Background: an optimization exercise with open tools, aiming at small area, a short achievable clock period and few clock cycles. Do not read the settings as production practice. RTL that was checked went through simulation tests only; none was proved equivalent to the original. Power is estimated from default activity; no workload was simulated.

== the baseline ==
==> flow/design.v (excerpt) <==
module mbf_framer32 (
    input  wire        clk,
    input  wire        rst,
    input  wire        tx_start,
    input  wire [15:0] tx_cmd,
    input  wire [15:0] tx_len,
    input  wire        tx_flip,
    input  wire        tx_ack,
    output wire        tx_busy,
    output wire        tx_done,
    output wire        tx_oversize,
    input  wire        tx_in_valid,
    input  wire [31:0] tx_in_data,
    output wire        tx_in_ready,
    output wire        pkt_valid,
    output wire [31:0] pkt_data,
    output wire        pkt_last,
    input  wire        pkt_ready,
    input  wire        rx_strict,
    input  wire        rx_valid,
    input  wire [31:0] rx_data,
    input  wire        rx_last,
    input  wire [2:0]  rx_cnt,
    output wire        rd_valid,
    output wire [31:0] rd_data,
    output wire [2:0]  rd_cnt,
    output wire        res_valid,
    output wire [1:0]  res_kind,
    output wire [3:0]  res_err,
    output wire [15:0] res_cmd,
    output wire [15:0] res_len
);
    mbf_wtx u_tx (
        .clk(clk), .rst(rst),
        .tx_start(tx_start), .tx_cmd(tx_cmd), .tx_len(tx_len),
        .tx_flip(tx_flip), .tx_ack(tx_ack),
        .tx_busy(tx_busy), .tx_done(tx_done), .tx_oversize(tx_oversize),
        .tx_in_valid(tx_in_valid), .tx_in_data(tx_in_data), .tx_in_ready(tx_in_ready),
        .pkt_valid(pkt_valid), .pkt_data(pkt_data), .pkt_last(pkt_last),
        .pkt_ready(pkt_ready)
    );
    mbf_wrx u_rx (
        .clk(clk), .rst(rst),
        .rx_strict(rx_strict), .rx_valid(rx_valid), .rx_data(rx_data),
        .rx_last(rx_last), .rx_cnt(rx_cnt),
        .rd_valid(rd_valid), .rd_data(rd_data), .rd_cnt(rd_cnt),
        .res_valid(res_valid), .res_kind(res_kind), .res_err(res_err),
        .res_cmd(res_cmd), .res_len(res_len)
    );
endmodule
Size in the first run: about 0.014 mm2 of cells after synthesis.
export LEC_CHECK = 0
export CAP_MARGIN = 20
export CORE_MARGIN = 2
export CORE_UTILIZATION = 40
export CTS_BUF_LIST = sky130_fd_sc_hd__clkbuf_8
export CTS_CLUSTER_SIZE = 30
export SETUP_SLACK_MARGIN = 5
export SLEW_MARGIN = 20
create_clock -name core_clock -period 8.0 [get_ports {clk}]
run.sh (not shown) runs the stock make flow with config.mk's settings and CLKGATE_MAP_FILE= SYNTH_SCRIPT=/design/flow/synth_recipe.tcl, a recipe that flattens the netlist after the stock synthesis.
The baseline: full flow OK, the timing, DRC and antenna checks passed
Edits applied to the flow inputs when going from the baseline to the candidate:
==> flow/config.mk <==
export PLATFORM = sky130hd
export DESIGN_NAME = mbf_framer32
export DESIGN_NICKNAME = mbf_framer32
export VERILOG_FILES = /design/flow/design.v
export SDC_FILE = /design/flow/constraint.sdc
export NUM_CORES = 4
export LEC_CHECK = 0
export ABC_AREA = 1
export CAP_MARGIN = 20
export CORE_MARGIN = 2
export CORE_UTILIZATION = 40
export SETUP_SLACK_MARGIN = 5
export SLEW_MARGIN = 20
Taking the baseline as the reference, in the candidate final area shows a reduction of 260 um2; layout-stage area growth over the synthesis result shows a reduction of 3.2 points; mapped cell area rose by 0.97%; shortest period the worst path allows fell 0.062 ns. The candidate vs. the baseline: first-pass iteration count of the detailed router lower; adder and majority cell fraction of the synthesized area roughly the same; xor and xnor fraction of the mapped netlist area lower.
No functional check of the RTL was part of any run of this note.

* * *

10-25:
Another version of the RTL of mbf_framer32 (not shown whole).
For scale: ~240 flip-flops, ~220 I/O pins, ~0.012 mm^2 of cells after synthesis.
export LEC_CHECK = 0
export ABC_AREA = 1
export CAP_MARGIN = 20
export CORE_MARGIN = 2
export CORE_UTILIZATION = 40
export CTS_CLUSTER_DIAMETER = 120
export CTS_CLUSTER_SIZE = 24
export SLEW_MARGIN = 20
export TNS_END_PERCENT = 20
create_clock -name core_clock -period 8.0 [get_ports {clk}]
standard.sh (not shown) runs the stock make flow with config.mk's settings and CLKGATE_MAP_FILE= SYNTH_SCRIPT=/design/flow/synth_recipe.tcl, a recipe that flattens the netlist after the stock synthesis.
==> flow/flow/run.sh <==
#!/bin/bash
set -euo pipefail
export BUFFER_PORTS_ARGS="-buffer_cell sky130_fd_sc_hd__buf_1"
export SETUP_SLACK_MARGIN=5.3
bash standard.sh > standard.log 2>&1
10-25 did not stop at any stage, and its layout met the timing, DRC and antenna checks.
Testbench counts of 10-25, summed over its fixed seeds: cycles 21,768.
The following lists how 10-01 was set up differently from 10-25:
- a deleted TNS_END_PERCENT that had been 20
- a change of CORE_UTILIZATION from 40 to 50
Findings:
- Relative to 10-25, total placed instance area increased by about 1.7% in 10-01.
- Compared to 10-25, 10-01 was floorplanned on a smaller die.
- The run showing the smaller aggregate global-route resource usage is 10-25.
- Looking at clock network fraction of design power across 10-25 and 10-01, the one that comes out lower is 10-25.
- In the reports for 10-25 and 10-01, the larger via count belongs to 10-25.
- Fraction of area in clock buffers and inverters across 10-25 and 10-01: no real change.
- Cmp 10-25 and 10-01 / sequential share of layout area / higher: 10-01
- 10-01 vs 10-25, instance count: 10-01 lower
- Compared with 10-25, 10-01 shows a higher power per cell area.
- 10-01 reached the final stage; the timing, DRC and antenna checks on its layout passed.

[what the ideal ports hide]
No port has a modelled driver above. Below, the same layouts with a new extraction and two added sets of constraints. Step 1, drivers: a clkbuf_16 drives clk and a buf_2 each remaining input, both assumed. Step 2, shift: input delay + t, output delay - t, t = (earliest + latest rising clock arrival at the registers) / 2. This alone moves slack from input paths to output paths. Slacks: ideal / step 1 / step 2; pairs: ideal / step 1.
| run | t, ns | setup slack, ns | hold slack, ns | worst data-port slew with drivers (ns) | pins driven straight from the clock port |
|---|---|---|---|---|---|
| the baseline | 0.626 | 4.975 / 4.927 / 4.365 | 0.461 / 0.461 / 0.461 | 0.10 | 1 |
| the candidate | 0.598 | 5.036 / 4.982 / 4.481 | 0.474 / 0.474 / 0.474 | 0.10 | 1 |
| 10-25 | 0.530 | 5.208 / 5.213 / 4.684 | 0.473 / 0.473 / 0.473 | 0.06 | 1 |
| 10-01 | 0.526 | 5.282 / 5.233 / 4.780 | 0.471 / 0.471 / 0.471 | 0.09 | 1 |
After both steps setup and hold are still met in every run listed. The setup slack of the baseline, which loses most, moves by -0.048 ns with the drivers and by -0.610 ns with both steps.
